This is an optimization exercise on Yosys and OpenROAD, whose aim is small area, a short achievable clock period and few clock cycles per item, not a production implementation.
In this exercise RTL edits were held to simulation tests only and were not proved equivalent to the original.
Power and IR drop assume default switching activity.

== rev 12 ==
## twr_ranging
module twr_ranging (
    input  wire        clk,
    input  wire        rst,
    input  wire        in_valid,
    output wire        in_ready,
    input  wire [31:0] pt,
    input  wire [31:0] rr,
    input  wire [31:0] ft,
    input  wire [31:0] prx,
    input  wire [31:0] rtx,
    input  wire [31:0] frx,
    output wire        out_valid,
    input  wire        out_ready,
    output wire [31:0] tof,
    output wire        degen,
    output wire [31:0] ra,
    output wire [31:0] rb,
    output wire [31:0] da,
    output wire [31:0] db
);
Size in the first run: ~530 flip-flops, about 360 I/O pins, ~44000 sq um of cells after synthesis.
==> flow/config.mk <==
export PLATFORM = sky130hd
export DESIGN_NAME = twr_ranging
export DESIGN_NICKNAME = twr_ranging
export VERILOG_FILES = /design/flow/design.v
export SDC_FILE = /design/flow/constraint.sdc
export NUM_CORES = 4
export LEC_CHECK = 0
export ABC_CLOCK_PERIOD_IN_PS = 4000
export CAP_MARGIN = 20
export CORE_MARGIN = 2
export CORE_UTILIZATION = 60
export CTS_BUF_LIST = sky130_fd_sc_hd__clkbuf_8 sky130_fd_sc_hd__clkbuf_4
export CTS_CLUSTER_SIZE = 30
export PLACE_DENSITY = 0.7
export SETUP_SLACK_MARGIN = 5
export SLEW_MARGIN = 20
export TNS_END_PERCENT = 0
==> flow/constraint.sdc <==
create_clock -name core_clock -period 13.0 [get_ports {clk}]
set_input_delay 2.6000 -clock core_clock [delete_from_list [all_inputs] [get_ports {clk}]]
set_output_delay 2.6000 -clock core_clock [all_outputs]
set_load 0.01 [all_outputs]
standard.sh (not shown) runs the stock make flow with config.mk's settings and CLKGATE_MAP_FILE= SYNTH_SCRIPT=/design/flow/synth_recipe.tcl, a recipe that flattens the netlist after the stock synthesis.
==> flow/flow/run.sh <==
#!/bin/bash
set -euo pipefail
bash standard.sh SETUP_SLACK_MARGIN=8 "BUFFER_PORTS_ARGS=-buffer_cell sky130_fd_sc_hd__buf_1" finish > make_finish.log 2>&1
Rev 12 reached the final stage; the timing, design-rule and antenna checks on its layout passed.
Testbench counts of rev 12, summed over its fixed seeds: cycles 3,280, items 320.
The inputs of rev 13 differ from those of rev 12 as listed below.
- CTS_BUF_LIST: sky130_fd_sc_hd__clkbuf_8 sky130_fd_sc_hd__clkbuf_4 -> unset
- CTS_CLUSTER_SIZE: 30 -> unset
Notes after the runs:
Between rev 12 and rev 13, wire length on met2 decreased.
The clock-buffer cell count number comes out lower for rev 13 vs rev 12.
Of rev 13 and rev 12, it is rev 13 that has the lower setup slack of the critical path after layout.
Delta (rev 13 minus rev 12): post-layout net count decreased about 0.7%; final clock skew went down by 0.0097 ns.

The RTL this note starts from:
==> flow/design.v <==
module twr_ranging (
    input  wire        clk,
    input  wire        rst,
    input  wire        in_valid,
    output wire        in_ready,
    input  wire [31:0] pt,
    input  wire [31:0] rr,
    input  wire [31:0] ft,
    input  wire [31:0] prx,
    input  wire [31:0] rtx,
    input  wire [31:0] frx,
    output wire        out_valid,
    input  wire        out_ready,
    output wire [31:0] tof,
    output wire        degen,
    output wire [31:0] ra,
    output wire [31:0] rb,
    output wire [31:0] da,
    output wire [31:0] db
);
    localparam integer K  = 4;           
    localparam integer NM = 32 / K;      
    localparam integer J1 = 16;          
    localparam integer W  = 34 + K;      
    localparam integer NR = 2 * K + 4;   
    localparam [1:0] S1_IDLE = 2'd0,
                     S1_MUL  = 2'd1,
                     S1_FIX  = 2'd2;
    localparam [1:0] S2_IDLE = 2'd0,
                     S2_DIV  = 2'd1,
                     S2_FIN  = 2'd2,
                     S2_DONE = 2'd3;
    reg  [1:0]  s1;
    reg  [2:0]  cnt1;
    reg  [31:0] ra_q, rb_q, da_q, db_q;
    reg  [31:0] x_q;      
    reg  [1:0]  dch_q;    
    reg         brb_q, bdb_q;    
    reg  [K-1:0] dr_q, dd_q;     
    reg  [33:0] h_q;      
    reg  [33:0] c_q;      
    reg         cl_q;     
    reg  [31:0] l_q;      
    reg  [1:0]  s2;
    reg  [3:0]  cnt2;
    reg         spec_q;   
    reg  [31:0] ra_o, rb_o, da_o, db_o;
    reg  [33:0] den2;
    reg  [33:0] rem_q;    
    reg  [31:0] quo_q;    
    reg         neg_q;
    reg         degen_q;
    assign in_ready  = (s1 == S1_IDLE);
    wire   in_fire   = in_valid & in_ready;
    assign out_valid = (s2 == S2_DONE);
    wire   s2_free   = (s2 == S2_IDLE) | ((s2 == S2_DONE) & out_ready);
    wire   hand      = (s1 == S1_FIX) & s2_free;
    function [31:0] sub32;
        input [31:0] a;
        input [31:0] b;
        reg [31:0] p, g, pp, gg, c;
        integer lv, i;
        begin
            p  = a ^ ~b;
            g  = a & ~b;
            g[0] = g[0] | p[0];
            pp = p;
            gg = g;
            for (lv = 0; lv < 5; lv = lv + 1)
                for (i = 0; i < 32; i = i + 1)
                    if (i[lv]) begin
                        gg[i] = gg[i] | (pp[i] & gg[((i >> lv) << lv) - 1]);
                        pp[i] = pp[i] & pp[((i >> lv) << lv) - 1];
                    end
            c = {gg[30:0], 1'b1};
            sub32 = p ^ c;
        end
    endfunction
    wire [31:0] ra_in = sub32(rr, pt);
    wire [31:0] da_in = sub32(ft, rr);
    wire [K:0]   rbs = {1'b0, rb_q[2*K-1:K]} - {1'b0, x_q[2*K-1:K]} - {{K{1'b0}}, brb_q};
    wire [K:0]   dbs = {1'b0, x_q[2*K-1:K]} - {1'b0, db_q[2*K-1:K]} - {{K{1'b0}}, bdb_q};
    wire [K:0]   rb0 = {1'b0, frx[K-1:0]} - {1'b0, rtx[K-1:0]};
    wire [K:0]   db0 = {1'b0, rtx[K-1:0]} - {1'b0, prx[K-1:0]};
    wire [K-1:0] dr  = dr_q;
    wire [K-1:0] dd  = dd_q;
    wire [K-1:0] rad = ra_q[cnt1*K +: K];
    wire [K-1:0] dad = da_q[cnt1*K +: K];
    wire [K+1:0] dsum = {2'b00, rad} + {2'b00, dad} + {2'b00, dr} + {2'b00, dd} + {{K{1'b0}}, dch_q};
    reg  [W-1:0] rq [0:3*NR];
    reg  [W-1:0] ms, mc;
    integer hd, tl, j;
    always @* begin
        rq[0] = {{(W-34){1'b0}}, h_q};
        rq[1] = {{(W-34){1'b0}}, c_q};
        rq[2] = {{(W-K){1'b0}}, dd};
        rq[2*K+3] = {{(W-32-K){1'b0}}, ~dd, 32'd0};
        for (j = 0; j < K; j = j + 1) begin
            rq[3 + 2*j] = {{(W-32){1'b0}}, ra_q & {32{dr[j]}}} << j;
            rq[4 + 2*j] = {{(W-32){1'b0}}, ~da_q & {32{dd[j]}}} << j;
        end
        for (j = NR; j <= 3*NR; j = j + 1) rq[j] = {W{1'b0}};
        hd = 0;
        tl = NR;
        for (j = 0; j < NR - 2; j = j + 1) begin
            rq[tl]     = rq[hd] ^ rq[hd+1] ^ rq[hd+2];
            rq[tl + 1] = ((rq[hd] & rq[hd+1]) | (rq[hd] & rq[hd+2]) | (rq[hd+1] & rq[hd+2])) << 1;
            hd = hd + 3;
            tl = tl + 2;
        end
        ms = rq[hd];
        mc = rq[hd+1];
    end
    wire [K:0] mlo = {1'b0, ms[K-1:0]} + {1'b0, mc[K-1:0]} + {{K{1'b0}}, cl_q};
    wire [34:0] hsum = {1'b0, h_q} + {1'b0, c_q} + {34'd0, cl_q} + 35'd1;
    wire        sgn  = ~hsum[32];
    wire [63:0] dvd  = {hsum[31:0], l_q} ^ {64{sgn}};
    wire [33:0] den1 = {dch_q, x_q};
    wire        shrt = (quo_q[13:0] == 14'd0) && (rem_q < den2);
    wire [35:0] dx  = {rem_q, quo_q[31:30]};
    wire [36:0] dq1 = {1'b0, dx} - {3'b000, den2};
    wire [36:0] dq2 = {1'b0, dx} - {2'b00, den2, 1'b0};
    wire [36:0] t3a = {1'b0, dx};
    wire [36:0] t3b = ~{3'b000, den2};
    wire [36:0] t3c = ~{2'b00, den2, 1'b0};
    wire [36:0] t3s = t3a ^ t3b ^ t3c;
    wire [36:0] t3k = {(t3a[35:0] & t3b[35:0]) | (t3a[35:0] & t3c[35:0]) | (t3b[35:0] & t3c[35:0]), 1'b0};
    wire [36:0] dq3 = t3s + t3k + 37'd2;
    wire [33:0] rem_n = ~dq3[36] ? dq3[33:0] : ~dq2[36] ? dq2[33:0] :
                        ~dq1[36] ? dq1[33:0] : dx[33:0];
    wire [31:0] quo_n = {quo_q[29:0], ~dq2[36], ~dq3[36] | (dq1[36] ^ dq2[36])};
    wire [33:0] fx   = rem_q ^ den2;
    wire [32:0] fc   = rem_q[32:0] & ~den2[32:0];
    wire        c_fix = fx[0] & ~|(fx[33:1] ^ fc);
    wire [31:0] nquo  = ~quo_q + 32'd1;
    wire [31:0] tof_n = ~neg_q ? quo_q : c_fix ? ~quo_q : nquo;
    always @(posedge clk) begin
        if (rst) begin
            s1 <= S1_IDLE;
            s2 <= S2_IDLE;
        end else begin
            case (s1)
                S1_MUL:  if (cnt1 == NM - 1) s1 <= S1_FIX;
                S1_FIX:  if (hand) s1 <= S1_IDLE;
                default: ;
            endcase
            if (in_fire)
                s1 <= S1_MUL;
            case (s2)
                S2_DIV:  if (cnt2 == 4'd15 && !(spec_q && !shrt)) s2 <= S2_FIN;
                S2_FIN:  s2 <= S2_DONE;
                S2_DONE: if (out_ready) s2 <= S2_IDLE;
                default: ;
            endcase
            if (hand)
                s2 <= S2_DIV;
        end
    end
    always @(posedge clk) begin
        c_q  <= 34'd0;
        cl_q <= 1'b0;
        case (s1)
            S1_MUL: begin
                rb_q  <= {dr, rb_q[31:K]};
                db_q  <= {dd, db_q[31:K]};
                x_q   <= {dsum[K-1:0], x_q[31:K]};
                dch_q <= dsum[K+1:K];
                brb_q <= rbs[K];
                bdb_q <= dbs[K];
                dr_q  <= rbs[K-1:0];
                dd_q  <= dbs[K-1:0];
                h_q   <= ms[W-1:K];
                c_q   <= mc[W-1:K];
                cl_q  <= mlo[K];
                l_q   <= {mlo[K-1:0], l_q[31:K]};
                cnt1  <= cnt1 + 3'd1;
            end
            S1_FIX: begin
                c_q  <= c_q;
                cl_q <= cl_q;
            end
            default: ;
        endcase
        if (in_fire) begin
            ra_q  <= ra_in;
            rb_q  <= frx;
            da_q  <= da_in;
            db_q  <= prx;
            x_q   <= rtx;
            dch_q <= 2'd0;
            brb_q <= rb0[K];
            bdb_q <= db0[K];
            dr_q  <= rb0[K-1:0];
            dd_q  <= db0[K-1:0];
            h_q   <= 34'd0;
            cnt1  <= 3'd0;
        end
    end
    always @(posedge clk) begin
        case (s2)
            S2_DIV: begin
                spec_q <= 1'b0;
                if (spec_q & ~shrt) begin
                    rem_q <= {2'b00, quo_q[13:0], rem_q[33:16]};
                    quo_q <= {rem_q[15:0], quo_q[31:16]};
                    cnt2  <= 4'd0;
                end else begin
                    rem_q <= rem_n;
                    quo_q <= quo_n;
                    cnt2  <= cnt2 + 4'd1;
                end
            end
            S2_FIN: quo_q <= degen_q ? 32'd0 : tof_n;
            default: ;
        endcase
        if (hand) begin
            ra_o    <= ra_q;
            rb_o    <= rb_q;
            da_o    <= da_q;
            db_o    <= db_q;
            den2    <= den1;
            degen_q <= (den1 == 34'd0);
            neg_q   <= sgn;
            rem_q   <= dvd[49:16];
            quo_q   <= {dvd[15:0], 2'b00, dvd[63:50]};
            spec_q  <= 1'b1;
            cnt2    <= 16 - J1 / 2;
        end
    end
    assign tof   = quo_q;
    assign degen = degen_q;
    assign ra    = ra_o;
    assign rb    = rb_o;
    assign da    = da_o;
    assign db    = db_o;
endmodule
Settings: LEC_CHECK=0, ABC_CLOCK_PERIOD_IN_PS=4000, CAP_MARGIN=20, CORE_MARGIN=2, CORE_UTILIZATION=60, PLACE_DENSITY=0.7, SETUP_SLACK_MARGIN=5, SLEW_MARGIN=20, TNS_END_PERCENT=0; clock period 13.0 ns.
==> flow/flow/run.sh <==
#!/bin/bash
set -euo pipefail
bash standard.sh SETUP_SLACK_MARGIN=9.2 "BUFFER_PORTS_ARGS=-buffer_cell sky130_fd_sc_hd__buf_1" finish > make_finish.log 2>&1
Testbench counts at the start, summed over its fixed seeds: cycles 3,280, items 320.
==> next run, changes <==
==> flow/flow/run.sh (replaced) <==
#!/bin/bash
set -euo pipefail
bash standard.sh SETUP_SLACK_MARGIN=8.8 "BUFFER_PORTS_ARGS=-buffer_cell sky130_fd_sc_hd__buf_1" finish > make_finish.log 2>&1
The changed run ran to the end with no violations.
Non-clock buffer count does not change.
Utilization is unchanged.
Synthesized area is unchanged.
Worst hold slack is unchanged.
Design area stays the same.
Power does not change.
Global-route usage stays the same.
Clock skew stays the same.

static timing again, ports no longer ideal:
The flow's constraints put no driver on any port. The routed layouts listed below were extracted and timed again, unchanged, in two steps.
Step 1 sets driving cells, clkbuf_16 on the clock port and buf_2 on the other inputs (assumed; they add their load-dependent delay and slew).
Step 2, shift: input delay + t, output delay - t, t = (earliest + latest rising clock arrival at the registers) / 2. This alone moves slack from input paths to output paths.
Three values: no drivers, after step 1, after step 2; two values: the first two.
| run | t, ns | slack for setup (ns) | worst hold slack (ns) | worst setup path after step 2 | worst slew at a driven data input, ns |
|---|---|---|---|---|---|
| rev 12 | 0.761 | 7.990 / 8.038 / 7.277 | 0.418 / 0.418 / 0.418 | input to register | 0.09 |
| rev 13 | 0.693 | 7.929 / 7.972 / 7.279 | 0.422 / 0.422 / 0.422 | input to register | 0.10 |
| the first run of note 2 | 0.698 | 8.184 / 8.230 / 7.532 | 0.418 / 0.418 / 0.418 | input to register | 0.07 |
| the second run of note 2 | 0.698 | 8.184 / 8.230 / 7.532 | 0.418 / 0.418 / 0.418 | input to register | 0.07 |
After both steps every run listed still meets setup and hold. The setup slack of rev 12, which loses most, moves by +0.048 ns with the drivers and by -0.713 ns with both steps.
